Background: an optimization exercise with open tools, aiming at small area, a short achievable clock period and few clock cycles. Do not read the settings as production practice. Power and IR drop assume default switching activity.

==> run a <==
// fcsu
module fcsu (
    input  wire        clk,
    input  wire        rst,
    input  wire        h_valid,
    output wire        h_ready,
    input  wire        h_write,
    input  wire        h_word,
    input  wire [17:0] h_addr,
    input  wire [31:0] h_wdata,
    output wire        h_done,
    output wire [31:0] h_rdata,
    output reg         in_en,
    output reg         in_we,
    output reg  [3:0]  in_wmask,
    output reg  [11:0] in_addr,
    output reg  [31:0] in_wdata,
    input  wire [31:0] in_rdata,
    output reg         out_en,
    output reg         out_we,
    output reg  [3:0]  out_wmask,
    output reg  [11:0] out_addr,
    output reg  [31:0] out_wdata,
    input  wire [31:0] out_rdata
);
clock: 10.0 ns
lec_check: 0
abc_clock_period_in_ps: 2000
cap_margin: 20
core_margin: 2
core_utilization: 50
place_density: 0.65
setup_slack_margin: 4.0
slew_margin: 20
run.sh (not shown) runs the stock make flow with config.mk's settings and CLKGATE_MAP_FILE= SYNTH_SCRIPT=/design/flow/synth_recipe.tcl, a recipe that flattens the netlist after the stock synthesis.
==> run b (differences from run a) <==
--- a/flow/design.v
+++ b/flow/design.v
@@ -41,15 +41,12 @@
     localparam [3:0] S_NXW  = 4'd5;    
     localparam [3:0] S_NX2  = 4'd6;    
     localparam [3:0] S_ENC0 = 4'd7;    
     localparam [3:0] S_DIV  = 4'd8;    
     reg [3:0]  state;
     reg        mflag;      
-    reg        rdv;        
-    reg        rrg;        
-    reg [5:0]  ra;         
     reg [1:0]  lane;       
     reg [31:0] type_r, item_r, tlen_r, hdr_r, width_r, soff_r, slen_r;
     reg [13:0] in_len;
     reg [13:0] out_len;
     reg [3:0]  status;
     reg [15:0] r_hdr;
@@ -83,17 +80,12 @@
     endfunction
     wire        idle    = (state == S_IDLE);
     wire        acc     = h_valid && idle;
     wire        a_reg   = (h_addr[17:8] == 10'd0);
     wire        a_in    = (h_addr[17:14] == 4'b0100) && (h_addr[13:0] < 14'd8196);
     wire        a_out   = (h_addr[17:14] == 4'b1000) && (h_addr[13:0] < 14'd8194);
-    wire        a_inw   = (h_addr[17:14] == 4'b0100);
-    wire        a_outw  = (h_addr[17:14] == 4'b1000);
-    wire        a_fast  = (a_off == 6'h01) || (a_off == 6'h0A) ||
-                          (a_off >= 6'h0B && a_off <= 6'h13) ||
-                          (a_off == 6'h16) || (a_off == 6'h18);
     wire [5:0]  a_off   = h_addr[7:2];
     wire        legal   = (h_wdata[31:3] == 29'd0);
     wire [2:0]  opcode  = h_wdata[2:0];
     wire        wr_reg  = acc && h_write && a_reg;
     wire        cmd_go  = wr_reg && (a_off == 6'h00);
     wire        cmd_ok  = cmd_go && legal;
@@ -161,48 +153,42 @@
     wire [13:0] rd_declen = !m_t ? 14'd0 : r_esc ? 14'd8194 : {1'b0, r_hdr[12:0]};
     wire        rd_off4   = !(r_hdr[15] && r_hdr[14]);
     wire [2:0]  rd_boff   = !m_dec ? 3'd0 : rd_off4 ? 3'd4 : 3'd2;
     wire [13:0] rd_blen   = m_dec ? rd_declen - {11'd0, rd_boff} : 14'd0;
     reg [31:0] reg_rdata;
     always @(*) begin
-        case (ra)
+        case (a_off)
+            6'h01: reg_rdata = {28'd0, status};
             6'h02: reg_rdata = type_r;
             6'h03: reg_rdata = item_r;
             6'h04: reg_rdata = tlen_r;
             6'h05: reg_rdata = hdr_r;
             6'h06: reg_rdata = width_r;
             6'h07: reg_rdata = soff_r;
             6'h08: reg_rdata = slen_r;
             6'h09: reg_rdata = {18'd0, in_len};
+            6'h0A: reg_rdata = {18'd0, out_len};
+            6'h0B: reg_rdata = {30'd0, rd_kind};
+            6'h0C: reg_rdata = {29'd0, rd_type};
+            6'h0D: reg_rdata = {16'd0, rd_item};
+            6'h0E: reg_rdata = {16'd0, rd_seq};
+            6'h0F: reg_rdata = {29'd0, rd_boff};
+            6'h10: reg_rdata = {18'd0, rd_blen};
+            6'h11: reg_rdata = {16'd0, r_hdr};
+            6'h12: reg_rdata = {18'd0, rd_declen};
+            6'h13: reg_rdata = {31'd0, r_esc};
             6'h14: reg_rdata = {10'd0, su_width, 5'd0, su_bps, 7'd0, su_armed};
             6'h15: reg_rdata = {18'd0, su_off};
+            6'h16: reg_rdata = {18'd0, su_count};
             6'h17: reg_rdata = {18'd0, su_pos};
+            6'h18: reg_rdata = su_sample;
             6'h19: reg_rdata = 32'h4643_5301;
             6'h1A: reg_rdata = 32'd8196;
             default: reg_rdata = 32'd0;
         endcase
     end
-    reg [31:0] fast_rdata;
-    always @(*) begin
-        case (a_off)
-            6'h01: fast_rdata = {28'd0, status};
-            6'h0A: fast_rdata = {18'd0, out_len};
-            6'h0B: fast_rdata = {30'd0, rd_kind};
-            6'h0C: fast_rdata = {29'd0, rd_type};
-            6'h0D: fast_rdata = {16'd0, rd_item};
-            6'h0E: fast_rdata = {16'd0, rd_seq};
-            6'h0F: fast_rdata = {29'd0, rd_boff};
-            6'h10: fast_rdata = {18'd0, rd_blen};
-            6'h11: fast_rdata = {16'd0, r_hdr};
-            6'h12: fast_rdata = {18'd0, rd_declen};
-            6'h13: fast_rdata = {31'd0, r_esc};
-            6'h16: fast_rdata = {18'd0, su_count};
-            6'h18: fast_rdata = su_sample;
-            default: fast_rdata = 32'd0;
-        endcase
-    end
     wire        rdb      = (state == S_RDB);
     wire [1:0]  rsel     = rdb ? lane : su_o;
     wire [63:0] rot2     = {in_rdata, in_rdata} >> {rsel, 3'b000};
     wire [31:0] rot      = rot2[31:0];
     wire [7:0]  out_byte = out_rdata[8*lane +: 8];
     wire        enc      = (state == S_ENC);
@@ -210,36 +196,23 @@
     wire [13:0] k_inc    = out_len + 14'd1;
     wire        enc_last = ({k, mflag, 1'b0} >= in_len);
     wire        div      = (state == S_DIV);
     wire [2:0]  div_t    = {lane, su_count[13]};
     wire        div_q    = (div_t >= 3'd3);
     wire        div_last = (su_pos[3:0] == 4'd13);
-    reg  slow_op;
-    always @(*) begin
-        case (opcode)
-            3'd3:    slow_op = ctrl_ok;
-            3'd4:    slow_op = data_ok;
-            3'd5:    slow_op = 1'b1;
-            3'd6:    slow_op = start_div;
-            3'd7:    slow_op = nx_slow;
-            default: slow_op = 1'b0;
-        endcase
-    end
-    wire wr_slow   = h_write && (h_addr[17:16] == 2'd0) && (a_off == 6'h00) && slow_op;
-    wire rd_slow   = !h_write && !(a_reg && a_fast);
-    wire nx_look   = acc && h_write && (a_off == 6'h00) && (opcode == 3'd7);
-    wire host_in   = acc && a_inw;
+    wire slow_cmd  = (op_ctrl && ctrl_ok) || (op_data && data_ok) || op_dec ||
+                     (op_next && nx_slow) || (op_strt && start_div);
+    wire host_in   = acc && a_in;
     wire host_sel  = idle && h_addr[16];     
-    wire fast_done = acc && !wr_slow && !rd_slow;
-    wire to_rdb    = acc && (rd_slow || (wr_slow && !(cmd_ok && slow_op)));
+    wire host_rdb  = acc && !h_write && (a_in || a_out);
+    wire fast_done = acc && !host_rdb && !slow_cmd;
     wire nx_step1  = (op_next && su_more && su_rv) || (state == S_NXW && su_rv);
     wire nx_step2  = (state == S_NX2);
     wire nx_fin    = (nx_step1 && !su_span) || nx_step2;
     wire su_fetch  = su_armed && !su_rv && ((idle && !h_addr[16]) || state == S_NXW);
-    wire su_fetch2 = nx_look && su_more && su_rv && su_span;    
-    wire su_fetch2r = (nx_step1 && su_span);
+    wire su_fetch2 = nx_step1 && su_span;
     reg done_c;
     always @(*) begin
         case (state)
             S_IDLE:  done_c = fast_done;
             S_RDB:   done_c = 1'b1;
             S_ENC:   done_c = enc_last;
@@ -249,15 +222,14 @@
             S_DIV:   done_c = div_last;
             default: done_c = 1'b0;
         endcase
     end
     assign h_ready = idle;
     assign h_done  = done_c;
-    assign h_rdata = !rdb ? fast_rdata :
-                     rrg  ? reg_rdata :
-                     {24'd0, rdv ? (mflag ? out_byte : rot[7:0]) : 8'd0};
+    assign h_rdata = rdb ? {24'd0, mflag ? out_byte : rot[7:0]} :
+                     a_reg ? reg_rdata : 32'd0;
     reg [11:0] eng_addr;
     always @(*) begin
         if (enc || state == S_ENC0)
             eng_addr = (enc && mflag) ? k_inc[11:0] : k;
         else if (state == S_DEC1)
             eng_addr = 12'd0;
@@ -280,13 +252,13 @@
         out_wmask = 4'hF;
         out_addr  = enc ? k : h_addr[13:2];
         out_wdata[15:0]  = (mflag || k == 12'd0) ? r_c : in_rdata[15:0];
         out_wdata[31:16] = mflag ? in_rdata[15:0] : (k == 12'd0) ? item_r[15:0] : in_rdata[31:16];
         if (enc)
             out_en = 1'b1;
-        else if (acc && !h_write && a_outw)
+        else if (acc && !h_write && a_out)
             out_en = 1'b1;
     end
     wire [15:0] dec_w    = in_rdata[15:0];
     wire [15:0] dec_c    = in_rdata[31:16];
     wire [2:0]  dec_t    = dec_w[15:13];
     wire        dec_esc  = dec_t[2] && (dec_w[12:0] == 13'd0);
@@ -301,13 +273,13 @@
     always @(posedge clk) begin
         if (rst) begin
             state <= S_IDLE;
         end else begin
             case (state)
                 S_IDLE: begin
-                    if (to_rdb)                     state <= S_RDB;
+                    if (host_rdb)                   state <= S_RDB;
                     if (op_ctrl && ctrl_ok)         state <= S_ENC;
                     if (op_data && data_ok)         state <= S_ENC0;
                     if (op_dec)                     state <= S_DEC1;
                     if (op_next && su_more)
                         state <= !su_rv ? S_NXW : su_span ? S_NX2 : S_IDLE;
                     if (op_strt && start_div)       state <= S_DIV;
@@ -321,17 +293,12 @@
             endcase
         end
     end
     always @(posedge clk) begin
         if (acc)
             mflag <= op_data || (!h_write && a_out);
-        if (acc) begin
-            rdv <= !h_write && (a_in || a_out);
-            rrg <= !h_write && a_reg;
-            ra  <= a_off;
-        end
         if (acc || div)
             lane <= acc ? (h_addr[1:0] & {2{!h_write}}) : div_q ? div_t[1:0] - 2'd3 : div_t[1:0];
     end
     always @(posedge clk) begin
         if (rst || (wr_reg && a_off == 6'h02)) type_r  <= wd;
         if (rst || (wr_reg && a_off == 6'h03)) item_r  <= wd;
@@ -428,14 +395,14 @@
         end else if (div)
             su_count <= {su_count[12:0], div_q};
         if (rst || op_strt || nx_fin || div)
             su_pos <= (rst || op_strt || (div && div_last)) ? 14'd0 : su_pos + 14'd1;
         if (op_strt || nx_fin)
             su_p <= op_strt ? soff_r[13:0] : su_pn;
-        if (rst || op_strt || su_fetch || in_en || (nx_fin && su_oe == 4'd4))
-            su_rv <= !rst && !op_strt && (su_fetch || su_fetch2r);
+        if (rst || op_strt || su_fetch || su_fetch2 || in_en || (nx_fin && su_oe == 4'd4))
+            su_rv <= !rst && !op_strt && (su_fetch || su_fetch2);
     end
     integer i;
     always @(posedge clk) begin
         for (i = 0; i < 4; i = i + 1) begin
             if (rst || op_strt || nx_step1 || (nx_step2 && i + su_o >= 4 && i < su_bps))
                 su_sample[8*i +: 8] <= (!rst && !op_strt && i < su_bps &&
- CORE_UTILIZATION: 50 -> 40
- PLACE_DENSITY: 0.65 -> not set
==> qor summary <==
quantity                                                                     run a                    run b
N_taps                                                                         672                      790
Met2 Usage GRT                                                               65.4%                    58.3%
Post-Route Hold Slack                                                     0.610 ns                 0.718 ns
Count of TritonRoute iterations in the first routing pass                        7                        9
Net switching component of the power                                       1.36 mW                  1.40 mW
Worst supply voltage drop on vdd                                          0.147 mV                 0.127 mV
Critical path depth                                                             13                        9
Slew of the pin with the lowest slew margin                                1.21 ns                  1.31 ns
Status                                                     complete, no violations  complete, no violations
Total number of sequential cells                                               402                      394
Total length of routed met2 wires                                         49700 µm                 55300 µm
Comb pwr                                                                  0.772 mW                 0.735 mW
Relative area change from synthesis to final layout                          22.0%                    28.8%
Function was not checked in any run of this note: the RTL went through the layout flow alone.

what the ideal ports hide:
The results above use ideal ports. As a check the final layouts listed here were re-extracted and re-timed, cells and wires unchanged. Step 1 sets driving cells, clkbuf_16 on the clock port and buf_2 on the other inputs (assumed; they add their load-dependent delay and slew). Step 2, shift: input delay + t, output delay - t, t = (earliest + latest rising clock arrival at the registers) / 2. This alone moves slack from input paths to output paths. Slacks: ideal ports / drivers / drivers and shift; pairs: ideal ports / drivers.
run	shift t [ns]	setup slack, ns	clock arrival spread, ns	slew at the worst register clock pin (ns)	worst slew at a driven data input, ns
run a	0.655	3.941 / 3.880 / 3.621	0.022 / 0.022	0.07 / 0.07	0.07
run b	0.656	3.777 / 3.722 / 3.660	0.063 / 0.063	0.07 / 0.07	0.07
After both steps setup and hold are still met in every run listed. The setup slack of run a, which loses most, moves by -0.061 ns with the drivers and by -0.320 ns with both steps.
